This is an optimization exercise on Yosys and OpenROAD, whose aim is small area, a short achievable clock period and few clock cycles per item, not a production implementation.
Where RTL was checked, it was by simulation tests only, not by an equivalence proof against the original.
Power and IR drop assume default switching activity.

== lane 3 ==
==> flow/design.v (excerpt) <==
module tcp_rx (
    input  wire        clk,
    input  wire        rst,
    input  wire        start,
    output wire        ready,
    input  wire        raw,
    input  wire [31:0] src_addr,
    input  wire [31:0] dst_addr,
    input  wire [15:0] len,
    input  wire        in_valid,
    output wire        in_ready,
    input  wire [31:0] in_data,
    output reg         done,
    output reg  [1:0]  result,
    output reg  [15:0] csum,
    output reg  [2:0]  seg_class,
    output reg  [15:0] payload_len,
    output reg  [15:0] sport,
    output reg  [15:0] dport,
    output reg  [31:0] seq_num,
    output reg  [31:0] ack_num,
    output reg  [3:0]  doff,
    output reg  [5:0]  flags,
    output reg  [15:0] window,
    output reg  [15:0] cksum_field,
    output reg  [15:0] urg_ptr
);
For scale: roughly 920 cells after synthesis, roughly 310 I/O pins, ~0.012 mm² of cells after synthesis.
Settings: LEC_CHECK=0, CAP_MARGIN=20, CORE_MARGIN=2, CORE_UTILIZATION=40, PLACE_DENSITY=0.6, SLEW_MARGIN=20; clock period 11.0 ns.
standard.sh (not shown) runs the stock make flow with config.mk's settings and CLKGATE_MAP_FILE= SYNTH_SCRIPT=/design/flow/synth_recipe.tcl, a recipe that flattens the netlist after the stock synthesis.
==> flow/flow/run.sh <==
#!/bin/bash
# Layout flow: the standard ORFS flow (standard.sh) with these changes:
# - ports buffered by the smallest plain buffer (buf_1) instead of the
#   delay-cell buffer buffer_ports picks by default;
# - timing repair aimed at a setup margin below the clock period, so the
#   resizer works on the paths that set the achieved period;
# - clock tree synthesis without dummy loads.
# The make output goes to standard.log; each ORFS step writes its own log
# under orfs/logs/.
set -euo pipefail
bash standard.sh \
  "BUFFER_PORTS_ARGS=-buffer_cell sky130_fd_sc_hd__buf_1" \
  "SETUP_SLACK_MARGIN=7.8" \
  "CTS_ARGS=-sink_clustering_enable -repair_clock_nets -dont_use_dummy_load -sink_clustering_size 25 -sink_clustering_max_diameter 150" \
  finish > standard.log 2>&1
Here is what was changed in the inputs of lane 5 compared with lane 3.
diff --git a/flow/flow/run.sh b/flow/flow/run.sh
--- a/flow/flow/run.sh
+++ b/flow/flow/run.sh
@@ -11,5 +11,5 @@
 bash standard.sh \
   "BUFFER_PORTS_ARGS=-buffer_cell sky130_fd_sc_hd__buf_1" \
-  "SETUP_SLACK_MARGIN=7.8" \
+  "SETUP_SLACK_MARGIN=7.7" \
   "CTS_ARGS=-sink_clustering_enable -repair_clock_nets -dont_use_dummy_load -sink_clustering_size 25 -sink_clustering_max_diameter 150" \
   finish > standard.log 2>&1
--- outcome ---
Comparing lane 3 and lane 5, largest net degree at the start of global routing is lower on lane 3. For total power, dividing the value from lane 3 by the value from lane 5 gives 1.07. Lane 5 vs lane 3, instance count: lane 5 lower. All-layer global routing usage, lane 3 and lane 5, higher one = lane 3. Delta(number of DRC violations after detailed-routing iteration 0, lane 5 - lane 3) > 0. The global routing met1 resource utilization of lane 5 falls short of that of lane 3 by 0.30 points. Run comparison: lane 3 most common cell after layout, fill and taps aside sky130_fd_sc_hd__edfxtp_1; lane 5 most common cell after layout, fill and taps aside sky130_fd_sc_hd__buf_1.
Function was not checked in any run of this note: the RTL went through the layout flow alone.

Another version of the RTL of tcp_rx (not shown whole).
For scale: roughly 860 cells after synthesis, ~250 flip-flops, about 12000 sq um of cells after synthesis.
Design tcp_rx, start of the top module:
module tcp_rx (
    input  wire        clk,
    input  wire        rst,
    input  wire        start,
    output wire        ready,
    input  wire        raw,
    input  wire [31:0] src_addr,
    input  wire [31:0] dst_addr,
    input  wire [15:0] len,
    input  wire        in_valid,
    output wire        in_ready,
    input  wire [31:0] in_data,
    output reg         done,
    output reg  [1:0]  result,
    output reg  [15:0] csum,
    output reg  [2:0]  seg_class,
    output reg  [15:0] payload_len,
    output reg  [15:0] sport,
    output reg  [15:0] dport,
    output reg  [31:0] seq_num,
    output reg  [31:0] ack_num,
    output reg  [3:0]  doff,
    output reg  [5:0]  flags,
    output reg  [15:0] window,
    output reg  [15:0] cksum_field,
    output reg  [15:0] urg_ptr
);
clock: 11.0 ns
lec_check: 0
cap_margin: 20
core_margin: 2
core_utilization: 40
place_density: 0.6
slew_margin: 20
==> flow/flow/run.sh <==
#!/bin/bash
# Layout flow: the standard ORFS flow (standard.sh) with these changes:
# - ports buffered by the smallest plain buffer (buf_1) instead of the
#   delay-cell buffer buffer_ports picks by default;
# - timing repair aimed at a setup margin below the clock period, so the
#   resizer works on the paths that set the achieved period;
# - clock tree synthesis without dummy loads.
# The make output goes to standard.log; each ORFS step writes its own log
# under orfs/logs/.
set -euo pipefail
bash standard.sh \
  "BUFFER_PORTS_ARGS=-buffer_cell sky130_fd_sc_hd__buf_1" \
  "SETUP_SLACK_MARGIN=7.65" \
  "CTS_ARGS=-sink_clustering_enable -repair_clock_nets -dont_use_dummy_load -sink_clustering_size 25 -sink_clustering_max_diameter 150" \
  finish > standard.log 2>&1
Testbench counts at the start, summed over its fixed seeds: cycles 93,989, items 1,280.
Rerun with:
==> flow/run.sh (new file) <==
#!/bin/bash
# synth_recipe.tcl (not shown) runs the flow's synth.tcl, then flattens the netlist and writes it again
# the make line also repeats each setting of config.mk as NAME=value (left out here)
make -C /OpenROAD-flow-scripts/flow DESIGN_CONFIG=/design/flow/config.mk WORK_HOME=/design/flow/orfs CLKGATE_MAP_FILE= SYNTH_SCRIPT=/design/flow/synth_recipe.tcl finish
- SETUP_SLACK_MARGIN: unset -> 5
removed: flow/flow/run.sh
removed: flow/standard.sh
=>
- count of clock-buffer cells in the layout grows by 20
- area after synthesis does not change
- final area grows by 12%
Rerun with:
==> flow/flow/run.sh (new file) <==
#!/bin/bash
# Layout flow: the standard ORFS flow (standard.sh) with these changes:
# - ports buffered by the smallest plain buffer (buf_1) instead of the
#   delay-cell buffer buffer_ports picks by default;
# - timing repair aimed at a setup margin below the clock period, so the
#   resizer works on the paths that set the achieved period;
# - clock tree synthesis without dummy loads.
# The make output goes to standard.log; each ORFS step writes its own log
# under orfs/logs/.
set -euo pipefail
bash standard.sh \
  "BUFFER_PORTS_ARGS=-buffer_cell sky130_fd_sc_hd__buf_1" \
  "SETUP_SLACK_MARGIN=7.7" \
  "CTS_ARGS=-sink_clustering_enable -repair_clock_nets -dont_use_dummy_load -sink_clustering_size 25 -sink_clustering_max_diameter 150" \
  finish > standard.log 2>&1
==> flow/standard.sh (new file) <==
#!/bin/bash
# synth_recipe.tcl (not shown) runs the flow's synth.tcl, then flattens the netlist and writes it again
# the make line also repeats each setting of config.mk as NAME=value (left out here)
make -C /OpenROAD-flow-scripts/flow DESIGN_CONFIG=/design/flow/config.mk WORK_HOME=/design/flow/orfs CLKGATE_MAP_FILE= SYNTH_SCRIPT=/design/flow/synth_recipe.tcl "${@:-finish}"
- SETUP_SLACK_MARGIN: 5 -> unset
removed: flow/run.sh
Effect: The changed run finished with timing, DRC and antenna clean; core utilization came out lower by 5.7 points; cell area came out lower by about 10%; synthesized cell count stays the same; worst setup slack improved by 1500 ps; worst hold slack improves by 17 ps; die area does not change.
Rerun with:
==> flow/flow/run.sh (replaced) <==
#!/bin/bash
# Layout flow: the standard ORFS flow (standard.sh) with these changes:
# - ports buffered by the smallest plain buffer (buf_1) instead of the
#   delay-cell buffer buffer_ports picks by default;
# - timing repair aimed at a setup margin below the clock period, so the
#   resizer works on the paths that set the achieved period; that
#   timing repair only resizes cells, swaps pins and removes buffers
#   (SETUP_MOVE_SEQUENCE), it inserts no buffers;
# - clock tree synthesis without dummy loads, with sink clusters of up to
#   25 registers.
# The make output goes to standard.log; each ORFS step writes its own log
# under orfs/logs/.
set -euo pipefail
bash standard.sh \
  "BUFFER_PORTS_ARGS=-buffer_cell sky130_fd_sc_hd__buf_1" \
  "SETUP_SLACK_MARGIN=7.8" \
  "SETUP_MOVE_SEQUENCE=unbuffer,sizeup,swap" \
  "CTS_ARGS=-sink_clustering_enable -repair_clock_nets -dont_use_dummy_load -sink_clustering_size 25 -sink_clustering_max_diameter 150" \
  finish > standard.log 2>&1
Effect:
- The changed run ran to the end with no violations
- routed wire length drops by a few percent
- worst hold slack stays flat
- design area climbs slightly
- via count goes down slightly
- area after synthesis does not change
- global-route usage drops by 0.63 points
- first-iteration DRC count came out lower by a few percent
- core utilization rose by 0.85 points
- setup slack gets worse by 200 ps

tcp_rx again, from the RTL that the note above started with.
clock: 11.0 ns
lec_check: 0
cap_margin: 20
core_margin: 2
core_utilization: 40
place_density: 0.6
slew_margin: 20
==> flow/flow/run.sh <==
#!/bin/bash
# Layout flow: the standard ORFS flow (standard.sh) with these changes:
# - ports buffered by the smallest plain buffer (buf_1) instead of the
#   delay-cell buffer buffer_ports picks by default;
# - timing repair aimed at a setup margin below the clock period, so the
#   resizer works on the paths that set the achieved period; that
#   timing repair only resizes cells, swaps pins and removes buffers
#   (SETUP_MOVE_SEQUENCE), it inserts no buffers;
# - clock tree synthesis without dummy loads, with sink clusters of up to
#   25 registers.
# The make output goes to standard.log; each ORFS step writes its own log
# under orfs/logs/.
set -euo pipefail
bash standard.sh \
  "BUFFER_PORTS_ARGS=-buffer_cell sky130_fd_sc_hd__buf_1" \
  "SETUP_SLACK_MARGIN=7.6" \
  "SETUP_MOVE_SEQUENCE=unbuffer,sizeup,swap" \
  "CTS_ARGS=-sink_clustering_enable -repair_clock_nets -dont_use_dummy_load -sink_clustering_size 25 -sink_clustering_max_diameter 150" \
  finish > standard.log 2>&1
The first run finished with timing, DRC and antenna clean.
Testbench counts at the start, summed over its fixed seeds: cycles 93,989, items 1,280.
Rerun with:
==> flow/flow/run.sh (replaced) <==
#!/bin/bash
# Layout flow: the standard ORFS flow (standard.sh) with these changes:
# - ports buffered by the smallest plain buffer (buf_1) instead of the
#   delay-cell buffer buffer_ports picks by default;
# - timing repair aimed at a setup margin below the clock period, so the
#   resizer works on the paths that set the achieved period;
# - clock tree synthesis without dummy loads.
# The make output goes to standard.log; each ORFS step writes its own log
# under orfs/logs/.
set -euo pipefail
bash standard.sh \
  "BUFFER_PORTS_ARGS=-buffer_cell sky130_fd_sc_hd__buf_1" \
  "SETUP_SLACK_MARGIN=7.7" \
  "CTS_ARGS=-sink_clustering_enable -repair_clock_nets -dont_use_dummy_load -sink_clustering_size 25 -sink_clustering_max_diameter 150" \
  finish > standard.log 2>&1
--- a/flow/config.mk
+++ b/flow/config.mk
@@ -10,3 +10,3 @@
 export CORE_UTILIZATION = 40
-export PLACE_DENSITY = 0.6
+export PLACE_DENSITY = 0.75
 export SLEW_MARGIN = 20
After rerunning: The new run passed the timing, DRC and antenna checks; global-route usage rose by 1.9 points; synthesized area stays the same; wire length goes up by 11%; power goes up by 1.6%; die area does not change; non-clock buffer count is higher by 29; core utilization climbs by 1.4 points; clock-buffer cell count stays the same; setup slack is better by 0.25 ns; final cell count rises by 2.1%.
Rerun with:
--- a/flow/flow/run.sh
+++ b/flow/flow/run.sh
@@ -5,4 +5,7 @@
 # - timing repair aimed at a setup margin below the clock period, so the
-#   resizer works on the paths that set the achieved period;
-# - clock tree synthesis without dummy loads.
+#   resizer works on the paths that set the achieved period; that
+#   timing repair only resizes cells, swaps pins and removes buffers
+#   (SETUP_MOVE_SEQUENCE), it inserts no buffers;
+# - clock tree synthesis without dummy loads, with sink clusters of up to
+#   25 registers.
 # The make output goes to standard.log; each ORFS step writes its own log
@@ -13,2 +16,4 @@
   "SETUP_SLACK_MARGIN=7.7" \
+  "CAP_MARGIN=5" "SLEW_MARGIN=5" \
+  "SETUP_MOVE_SEQUENCE=unbuffer,sizeup,swap" \
   "CTS_ARGS=-sink_clustering_enable -repair_clock_nets -dont_use_dummy_load -sink_clustering_size 25 -sink_clustering_max_diameter 150" \
--- a/flow/config.mk
+++ b/flow/config.mk
@@ -10,3 +10,3 @@
 export CORE_UTILIZATION = 40
-export PLACE_DENSITY = 0.75
+export PLACE_DENSITY = 0.6
 export SLEW_MARGIN = 20
Outcome: The new run finished with timing, DRC and antenna clean; utilization goes down by 1.2 points; fmax increases by a few percent; setup slack gets better by 0.11 ns.
Rerun with:
==> flow/flow/run.sh (replaced) <==
#!/bin/bash
# Layout flow: the standard ORFS flow (standard.sh) with these changes:
# - ports buffered by the smallest plain buffer (buf_1) instead of the
#   delay-cell buffer buffer_ports picks by default;
# - timing repair aimed at a setup margin below the clock period, so the
#   resizer works on the paths that set the achieved period;
# - clock tree synthesis without dummy loads.
# The make output goes to standard.log; each ORFS step writes its own log
# under orfs/logs/.
set -euo pipefail
bash standard.sh \
  "BUFFER_PORTS_ARGS=-buffer_cell sky130_fd_sc_hd__buf_1" \
  "SETUP_SLACK_MARGIN=7.8" \
  "CTS_ARGS=-sink_clustering_enable -repair_clock_nets -dont_use_dummy_load -sink_clustering_size 25 -sink_clustering_max_diameter 150" \
  finish > standard.log 2>&1
Die area does not change.
Non-clock buffer count goes up by 55.
Via count goes up by about 6%.
Combinational power goes up by 4.2%.
Critical path depth goes up by 11.
Clock-buffer cell count is unchanged.
Clock skew goes down by 0.0046 ns.

Starting RTL as in the previous note.
Settings: LEC_CHECK=0, CAP_MARGIN=20, CORE_MARGIN=2, CORE_UTILIZATION=40, PLACE_DENSITY=0.6, SLEW_MARGIN=20; clock period 11.0 ns.
==> flow/flow/run.sh <==
#!/bin/bash
# Layout flow: the standard ORFS flow (standard.sh) with these changes:
# - ports buffered by the smallest plain buffer (buf_1) instead of the
#   delay-cell buffer buffer_ports picks by default;
# - timing repair aimed at a setup margin below the clock period, so the
#   resizer works on the paths that set the achieved period;
# - clock tree synthesis without dummy loads.
# The make output goes to standard.log; each ORFS step writes its own log
# under orfs/logs/.
set -euo pipefail
bash standard.sh \
  "BUFFER_PORTS_ARGS=-buffer_cell sky130_fd_sc_hd__buf_1" \
  "SETUP_SLACK_MARGIN=7.75" \
  "CTS_ARGS=-sink_clustering_enable -repair_clock_nets -dont_use_dummy_load -sink_clustering_size 25 -sink_clustering_max_diameter 150" \
  finish > standard.log 2>&1
Testbench counts at the start, summed over its fixed seeds: cycles 93,989, items 1,280.
Change:
--- a/flow/flow/run.sh
+++ b/flow/flow/run.sh
@@ -11,5 +11,5 @@
 bash standard.sh \
   "BUFFER_PORTS_ARGS=-buffer_cell sky130_fd_sc_hd__buf_1" \
-  "SETUP_SLACK_MARGIN=7.75" \
+  "SETUP_SLACK_MARGIN=7.7" \
   "CTS_ARGS=-sink_clustering_enable -repair_clock_nets -dont_use_dummy_load -sink_clustering_size 25 -sink_clustering_max_diameter 150" \
   finish > standard.log 2>&1
CORE_UTILIZATION = 55   (was 40)
PLACE_DENSITY = 0.7   (was 0.6)
=> Cell count goes down by about 7%; critical path depth drops by 2; routed wire length is lower by 3.4%; sequential power stays flat; global-route usage is higher by 6.8 points; non-clock buffer count climbs by 1; clock-buffer cell count does not change; synthesized area is unchanged; final area drops by about 0.9%; maximum frequency went down by about 0.9%; sequential share of layout area climbs by 0.33 points.
Change:
==> flow/flow/run.sh (replaced) <==
#!/bin/bash
# Layout flow: the standard ORFS flow (standard.sh) with these changes:
# - ports buffered by the smallest plain buffer (buf_1) instead of the
#   delay-cell buffer buffer_ports picks by default;
# - timing repair aimed at a setup margin below the clock period, so the
#   resizer works on the paths that set the achieved period; that
#   timing repair only resizes cells, swaps pins and removes buffers
#   (SETUP_MOVE_SEQUENCE), it inserts no buffers;
# - clock tree synthesis without dummy loads, with sink clusters of up to
#   25 registers.
# The make output goes to standard.log; each ORFS step writes its own log
# under orfs/logs/.
set -euo pipefail
bash standard.sh \
  "BUFFER_PORTS_ARGS=-buffer_cell sky130_fd_sc_hd__buf_1" \
  "SETUP_SLACK_MARGIN=7.7" \
  "GPL_TIMING_DRIVEN=0" \
  "SETUP_MOVE_SEQUENCE=unbuffer,sizeup,swap" \
  "CTS_ARGS=-sink_clustering_enable -repair_clock_nets -dont_use_dummy_load -sink_clustering_size 25 -sink_clustering_max_diameter 150" \
  finish > standard.log 2>&1
CORE_UTILIZATION = 40   (was 55)
PLACE_DENSITY = 0.6   (was 0.7)
Total power is higher by 1.5%.
Area after synthesis stays the same.
Non-clock buffer count is higher by 2.
First-iteration DRC count is lower by 7.8%.
Clock power is higher by about 2%.
Die area is higher by 36%.
Routed wire length is higher by 5.6%.

[re-timing with driven ports]
Ports are ideal in the flow. The routed layouts listed here were re-timed in OpenROAD.
Step 1 assumes that a clkbuf_16 drives the clock port and a buf_2 every other input.
Step 2 adds t to the input delays and takes it off the output delays; t is the mean of the earliest and latest rising clock arrival at the registers after step 1. Input paths then give back, and output paths get back, about the clock's delay inside the block.
a / b / c = no drivers / after step 1 / after step 2; a / b = the first two.
run	t, ns	slack for setup (ns)	worst setup path at the end
lane 3	0.534	7.602 / 7.602 / 7.314	input to register
lane 5	0.532	7.655 / 7.630 / 7.317	input to register
the first run of note 2	0.510	7.625 / 7.625 / 7.199	input to register
the second run of note 2	0.578	6.151 / 6.099 / 6.631	input to register
the third run of note 2	0.510	7.657 / 7.657 / 7.190	input to register
the fourth run of note 2	0.524	7.458 / 7.406 / 7.222	input to register
the first run of note 3	0.520	7.280 / 7.230 / 7.117	input to register
the second run of note 3	0.524	7.529 / 7.480 / 7.190	input to register
the third run of note 3	0.509	7.640 / 7.589 / 7.191	input to register
the fourth run of note 3	0.529	7.579 / 7.579 / 7.207	input to register
the first run of note 4	0.524	7.623 / 7.623 / 7.181	input to register
the second run of note 4	0.512	7.591 / 7.591 / 7.200	input to register
the third run of note 4	0.514	7.547 / 7.547 / 7.198	input to register
After both steps every run listed still meets setup and hold. For the third run of note 2, which loses most, drivers alone change the setup slack by 0.000 ns; drivers and shift together by -0.467 ns.
